Background: an optimization exercise with open tools, aiming at small area, a short achievable clock period and few clock cycles per item. Do not read the settings as production practice.
Where RTL was checked, it was by simulation tests only, not by an equivalence proof against the original.

Design wsc_px3, start of the top module:
module wsc_px3 (
    input  wire         clk,
    input  wire         rst,
    input  wire         in_valid,
    output wire         in_ready,
    input  wire         in_op,        
    input  wire [287:0] in_win,
    output reg          out_valid,
    input  wire         out_ready,
    output reg  [31:0]  out_pix
);
Size: roughly 33000 um2 of cells after synthesis.
Settings: LEC_CHECK=0, CAP_MARGIN=20, CORE_MARGIN=2, CORE_UTILIZATION=40, CTS_BUF_LIST=sky130_fd_sc_hd__clkbuf_4 sky130_fd_sc_hd__clkbuf_8, CTS_CLUSTER_DIAMETER=60, CTS_CLUSTER_SIZE=20, PLACE_DENSITY=0.45, SLEW_MARGIN=20, SYNTH_HIERARCHICAL=1; clock period 28.0 ns.
standard.sh (not shown) runs the stock make flow with config.mk's settings and CLKGATE_MAP_FILE= SYNTH_SCRIPT=/design/flow/synth_recipe.tcl, a recipe that flattens the netlist after the stock synthesis.
==> flow/flow/run.sh <==
#!/bin/bash
set -e
export BUFFER_PORTS_ARGS="-buffer_cell sky130_fd_sc_hd__buf_1"
export SETUP_SLACK_MARGIN=20.35
bash standard.sh > standard.log 2>&1
Testbench counts at the start, summed over its fixed seeds: cycles 12,016, items 12,000.
Next try:
==> flow/flow/run.sh (replaced) <==
#!/bin/bash
set -e
export BUFFER_PORTS_ARGS="-buffer_cell sky130_fd_sc_hd__buf_1"
export SETUP_SLACK_MARGIN=20.2
bash standard.sh > standard.log 2>&1
Settings changed: PLACE_DENSITY 0.45 to not set.
=>
- worst setup slack degrades by 76 ps
- cell area came out lower by 0.68%
- utilization decreases by 0.31 points

========
Starting RTL as in the previous note.
## wsc_px3
module wsc_px3 (
    input  wire         clk,
    input  wire         rst,
    input  wire         in_valid,
    output wire         in_ready,
    input  wire         in_op,        
    input  wire [287:0] in_win,
    output reg          out_valid,
    input  wire         out_ready,
    output reg  [31:0]  out_pix
);
    wire [43:0] xsx_w, xsy_w;
    genvar c;
    generate
        for (c = 0; c < 4; c = c + 1) begin : pre
            wsc_px3_pre u (
                .v   ({in_win[256+8*c +: 8], in_win[224+8*c +: 8], in_win[192+8*c +: 8],
                       in_win[160+8*c +: 8], in_win[128+8*c +: 8], in_win[96+8*c +: 8],
                       in_win[64+8*c +: 8],  in_win[32+8*c +: 8],  in_win[8*c +: 8]}),
                .xs_X(xsx_w[11*c +: 11]),
                .xs_Y(xsy_w[11*c +: 11])
            );
        end
    endgenerate
    reg         s1_valid;
    reg         s1_op;
    reg         s1_opn;       
    reg  [43:0] s1_xsx, s1_xsy;
    reg  [31:0] s1_m;
    reg         k0_valid, k1_valid;
    reg  [31:0] k0_pix, k1_pix;
    assign in_ready = !k1_valid && !(k0_valid && s1_valid);
    wire accept = in_valid && in_ready;
    always @(posedge clk) begin
        if (rst)
            s1_valid <= 1'b0;
        else
            s1_valid <= accept;
    end
    always @(posedge clk) begin
        s1_op  <= in_op;
        s1_opn <= ~in_op;
        s1_xsx <= xsx_w;
        s1_xsy <= xsy_w;
        s1_m   <= in_win[159:128];              
    end
  ...
==> flow/config.mk <==
export PLATFORM = sky130hd
export DESIGN_NAME = wsc_px3
export DESIGN_NICKNAME = wsc_px3
export VERILOG_FILES = /design/flow/design.v
export SDC_FILE = /design/flow/constraint.sdc
export NUM_CORES = 4
export LEC_CHECK = 0
export CAP_MARGIN = 20
export CORE_MARGIN = 2
export CORE_UTILIZATION = 40
export CTS_BUF_LIST = sky130_fd_sc_hd__clkbuf_4 sky130_fd_sc_hd__clkbuf_8
export CTS_CLUSTER_DIAMETER = 60
export CTS_CLUSTER_SIZE = 20
export SLEW_MARGIN = 20
export SYNTH_HIERARCHICAL = 1
==> flow/constraint.sdc <==
create_clock -name core_clock -period 28.0 [get_ports {clk}]
set_input_delay 5.6000 -clock core_clock [delete_from_list [all_inputs] [get_ports {clk}]]
set_output_delay 5.6000 -clock core_clock [all_outputs]
set_load 0.01 [all_outputs]
==> flow/flow/run.sh <==
#!/bin/bash
set -e
export BUFFER_PORTS_ARGS="-buffer_cell sky130_fd_sc_hd__buf_1"
export SETUP_SLACK_MARGIN=20.45
bash standard.sh > standard.log 2>&1
Testbench counts at the start, summed over its fixed seeds: cycles 12,016, items 12,000.
Next try:
==> flow/flow/run.sh (replaced) <==
#!/bin/bash
set -e
export BUFFER_PORTS_ARGS="-buffer_cell sky130_fd_sc_hd__buf_1"
export SETUP_SLACK_MARGIN=20.35
bash standard.sh > standard.log 2>&1
Settings changed: ABC_AREA from default to 1.
Effect:
- cell count goes up by 27%
- core utilization decreases by 0.69 points
- synthesized area increases by 5.8%
- die area rises by 5.7%
- maximum frequency went up by 3.0%
- cell area increases by 4.2%
Next try:
Settings changed: ABC_AREA 1 to default, CTS_CLUSTER_DIAMETER 60 to default, CTS_CLUSTER_SIZE 20 to default.
Result: The changed run completed with no timing, DRC or antenna violations. Die area came out lower by 5.4%. Setup slack degrades by 0.22 ns. Sequential cell count stays the same. Worst hold slack stays flat. Routed wire length came out lower by 7.8%. Via count came out lower by 14%. Critical path depth came out lower by 2. Core utilization came out higher by 0.83 points. Register-to-register slack degrades by 0.12 ns. Count of clock-buffer cells in the layout came out higher by 35.

========
wsc_px3, a different RTL version from the one above (not shown whole).
Size in the first run: ~3100 cells after synthesis, roughly 220 flip-flops, about 330 I/O pins, roughly 0.035 mm2 of cells after synthesis.
Settings: LEC_CHECK=0, CAP_MARGIN=20, CORE_MARGIN=2, CORE_UTILIZATION=40, CTS_BUF_LIST=sky130_fd_sc_hd__clkbuf_4 sky130_fd_sc_hd__clkbuf_8, CTS_CLUSTER_DIAMETER=60, CTS_CLUSTER_SIZE=20, SLEW_MARGIN=20, SYNTH_HIERARCHICAL=1; clock period 28.0 ns.
==> flow/flow/run.sh <==
#!/bin/bash
set -e
export BUFFER_PORTS_ARGS="-buffer_cell sky130_fd_sc_hd__buf_1"
export SETUP_SLACK_MARGIN=20.5
bash standard.sh > standard.log 2>&1
Rerun with:
--- a/flow/flow/run.sh
+++ b/flow/flow/run.sh
@@ -4 +4 @@
-export SETUP_SLACK_MARGIN=20.5
+export SETUP_SLACK_MARGIN=20.65
- The changed run ran to the end with no violations
- sequential share of layout area decreases by 0.16 points
- cell area came out higher by about 1.1%
- worst setup slack gets better by 290 ps
- wire length went up by about 0.6%
- clock-buffer cell count came out lower by 3
- register-to-register slack gains 290 ps
No functional check of the RTL was part of any run of this note.

========
wsc_px3 with an RTL version that a note above also has.
Size in the first run: ~220 flip-flops, about 33000 µm² of cells after synthesis.
clock: 28.0 ns
lec_check: 0
cap_margin: 20
core_margin: 2
core_utilization: 40
cts_buf_list: sky130_fd_sc_hd__clkbuf_4 sky130_fd_sc_hd__clkbuf_8
cts_cluster_diameter: 60
cts_cluster_size: 20
place_density: 0.8
slew_margin: 20
synth_hierarchical: 1
==> flow/flow/run.sh <==
#!/bin/bash
set -e
export BUFFER_PORTS_ARGS="-buffer_cell sky130_fd_sc_hd__buf_1"
export SETUP_SLACK_MARGIN=20.35
bash standard.sh > standard.log 2>&1
Testbench counts at the start, summed over its fixed seeds: cycles 12,016, items 12,000.
Rerun with:
--- a/flow/config.mk
+++ b/flow/config.mk
@@ -7,2 +7,3 @@
 export LEC_CHECK = 0
+export ABC_CLOCK_PERIOD_IN_PS = 2500
 export CAP_MARGIN = 20
@@ -13,3 +14,2 @@
 export CTS_CLUSTER_SIZE = 20
-export PLACE_DENSITY = 0.8
 export SLEW_MARGIN = 20
=> Wire length is lower by 1.9%. Clock-buffer cell count stays the same. Final cell count hardly moves. Sequential share of layout area stays flat. Clock skew is higher by 0.033 ns.
Rerun with:
--- a/flow/config.mk
+++ b/flow/config.mk
@@ -7,6 +7,5 @@
 export LEC_CHECK = 0
-export ABC_CLOCK_PERIOD_IN_PS = 2500
 export CAP_MARGIN = 20
 export CORE_MARGIN = 2
-export CORE_UTILIZATION = 40
+export CORE_UTILIZATION = 60
 export CTS_BUF_LIST = sky130_fd_sc_hd__clkbuf_4 sky130_fd_sc_hd__clkbuf_8
What happened: The changed run went through all stages and came out clean; register-to-register slack gets worse by 0.20 ns; worst setup slack got worse by 0.027 ns; cell area went down by about 1%; global-route usage is higher by 11 points; synthesized cell count stays the same; die area is lower by about 33%; clock skew falls by 0.024 ns; clock-buffer cell count rose by 2.
Rerun with:
==> flow/flow/run.sh (replaced) <==
#!/bin/bash
set -e
export BUFFER_PORTS_ARGS="-buffer_cell sky130_fd_sc_hd__buf_1"
export SETUP_SLACK_MARGIN=20.55
bash standard.sh > standard.log 2>&1
--- a/flow/config.mk
+++ b/flow/config.mk
@@ -7,5 +7,6 @@
 export LEC_CHECK = 0
+export ABC_AREA = 1
 export CAP_MARGIN = 20
 export CORE_MARGIN = 2
-export CORE_UTILIZATION = 60
+export CORE_UTILIZATION = 40
 export CTS_BUF_LIST = sky130_fd_sc_hd__clkbuf_4 sky130_fd_sc_hd__clkbuf_8
Synthesized area rises by 5.8%.
Non-clock buffer count falls by 5.
Worst setup slack gains 0.29 ns.

========
Another version of the RTL of wsc_px3 (not shown whole).
Size in the first run: roughly 2900 cells after synthesis, ~220 flip-flops, roughly 330 I/O pins.
// wsc_px3
module wsc_px3 (
    input  wire         clk,
    input  wire         rst,
    input  wire         in_valid,
    output wire         in_ready,
    input  wire         in_op,        
    input  wire [287:0] in_win,
    output reg          out_valid,
    input  wire         out_ready,
    output reg  [31:0]  out_pix
);
clock: 28.0 ns
lec_check: 0
cap_margin: 20
core_margin: 2
core_utilization: 40
slew_margin: 20
synth_hierarchical: 1
==> flow/flow/run.sh <==
#!/bin/bash
set -e
export BUFFER_PORTS_ARGS="-buffer_cell sky130_fd_sc_hd__buf_1"
export SETUP_SLACK_MARGIN=20.5
bash standard.sh > standard.log 2>&1
Testbench counts at the start, summed over its fixed seeds: cycles 12,016, items 12,000.
==> next run, changes <==
==> flow/flow/run.sh (replaced) <==
#!/bin/bash
set -e
export BUFFER_PORTS_ARGS="-buffer_cell sky130_fd_sc_hd__buf_1"
export SETUP_SLACK_MARGIN=20.35
bash standard.sh > standard.log 2>&1
Settings changed: CTS_BUF_LIST set to sky130_fd_sc_hd__clkbuf_4 sky130_fd_sc_hd__clkbuf_8.
Outcome:
- worst hold slack improved by 0.0032 ns
- area after synthesis stays the same
- count of clock-buffer cells in the layout increases by 26
- sequential cell count stays the same
- worst setup slack improves by 0.026 ns
- routed wire length stays flat
- final cell count hardly moves
- fmax is higher slightly
==> next run, changes <==
Settings changed: CTS_BUF_LIST sky130_fd_sc_hd__clkbuf_4 sky130_fd_sc_hd__clkbuf_8 to not set.
The new run finished with timing, DRC and antenna clean.
Worst setup slack improves by 0.0043 ns.
Via count fell by about 0.3%.
Routed wire length barely changes.
Area after synthesis is unchanged.
Worst hold slack improves by 0.0043 ns.

==> static timing again, ports no longer ideal <==
Ports are ideal in the flow. The routed layouts listed here were re-timed in OpenROAD. Step 1 assumes that a clkbuf_16 drives the clock port and a buf_2 every other input. Step 2, shift: input delay + t, output delay - t, t = (earliest + latest rising clock arrival at the registers) / 2. This alone moves slack from input paths to output paths. Three values: no drivers, after step 1, after step 2; two values: the first two.
run	t (ns)	slack for setup (ns)	worst register clock-pin slew, ns
the first run of note 1	0.716	20.395 / 20.440 / 19.724	0.10 / 0.10
the second run of note 1	0.669	20.319 / 20.347 / 19.678	0.11 / 0.11
the first run of note 2	0.657	20.364 / 20.398 / 19.740	0.12 / 0.12
the second run of note 2	0.693	20.589 / 20.568 / 19.926	0.11 / 0.11
the third run of note 2	0.676	20.372 / 20.411 / 19.735	0.06 / 0.06
the first run of note 3	0.704	20.327 / 20.327 / 20.162	0.11 / 0.11
the second run of note 3	0.689	20.619 / 20.619 / 20.166	0.11 / 0.11
the first run of note 4	0.688	20.355 / 20.384 / 19.697	0.12 / 0.12
the second run of note 4	0.690	20.371 / 20.404 / 19.714	0.11 / 0.11
the third run of note 4	0.690	20.345 / 20.382 / 19.692	0.10 / 0.10
the fourth run of note 4	0.683	20.637 / 20.669 / 19.986	0.11 / 0.11
the first run of note 5	0.645	20.346 / 20.375 / 19.730	0.07 / 0.07
the second run of note 5	0.667	20.371 / 20.411 / 19.744	0.07 / 0.07
the third run of note 5	0.660	20.375 / 20.415 / 19.755	0.07 / 0.07
After both steps every run listed still meets setup and hold. The setup slack of the first run of note 1, which loses most, moves by +0.045 ns with the drivers and by -0.671 ns with both steps.
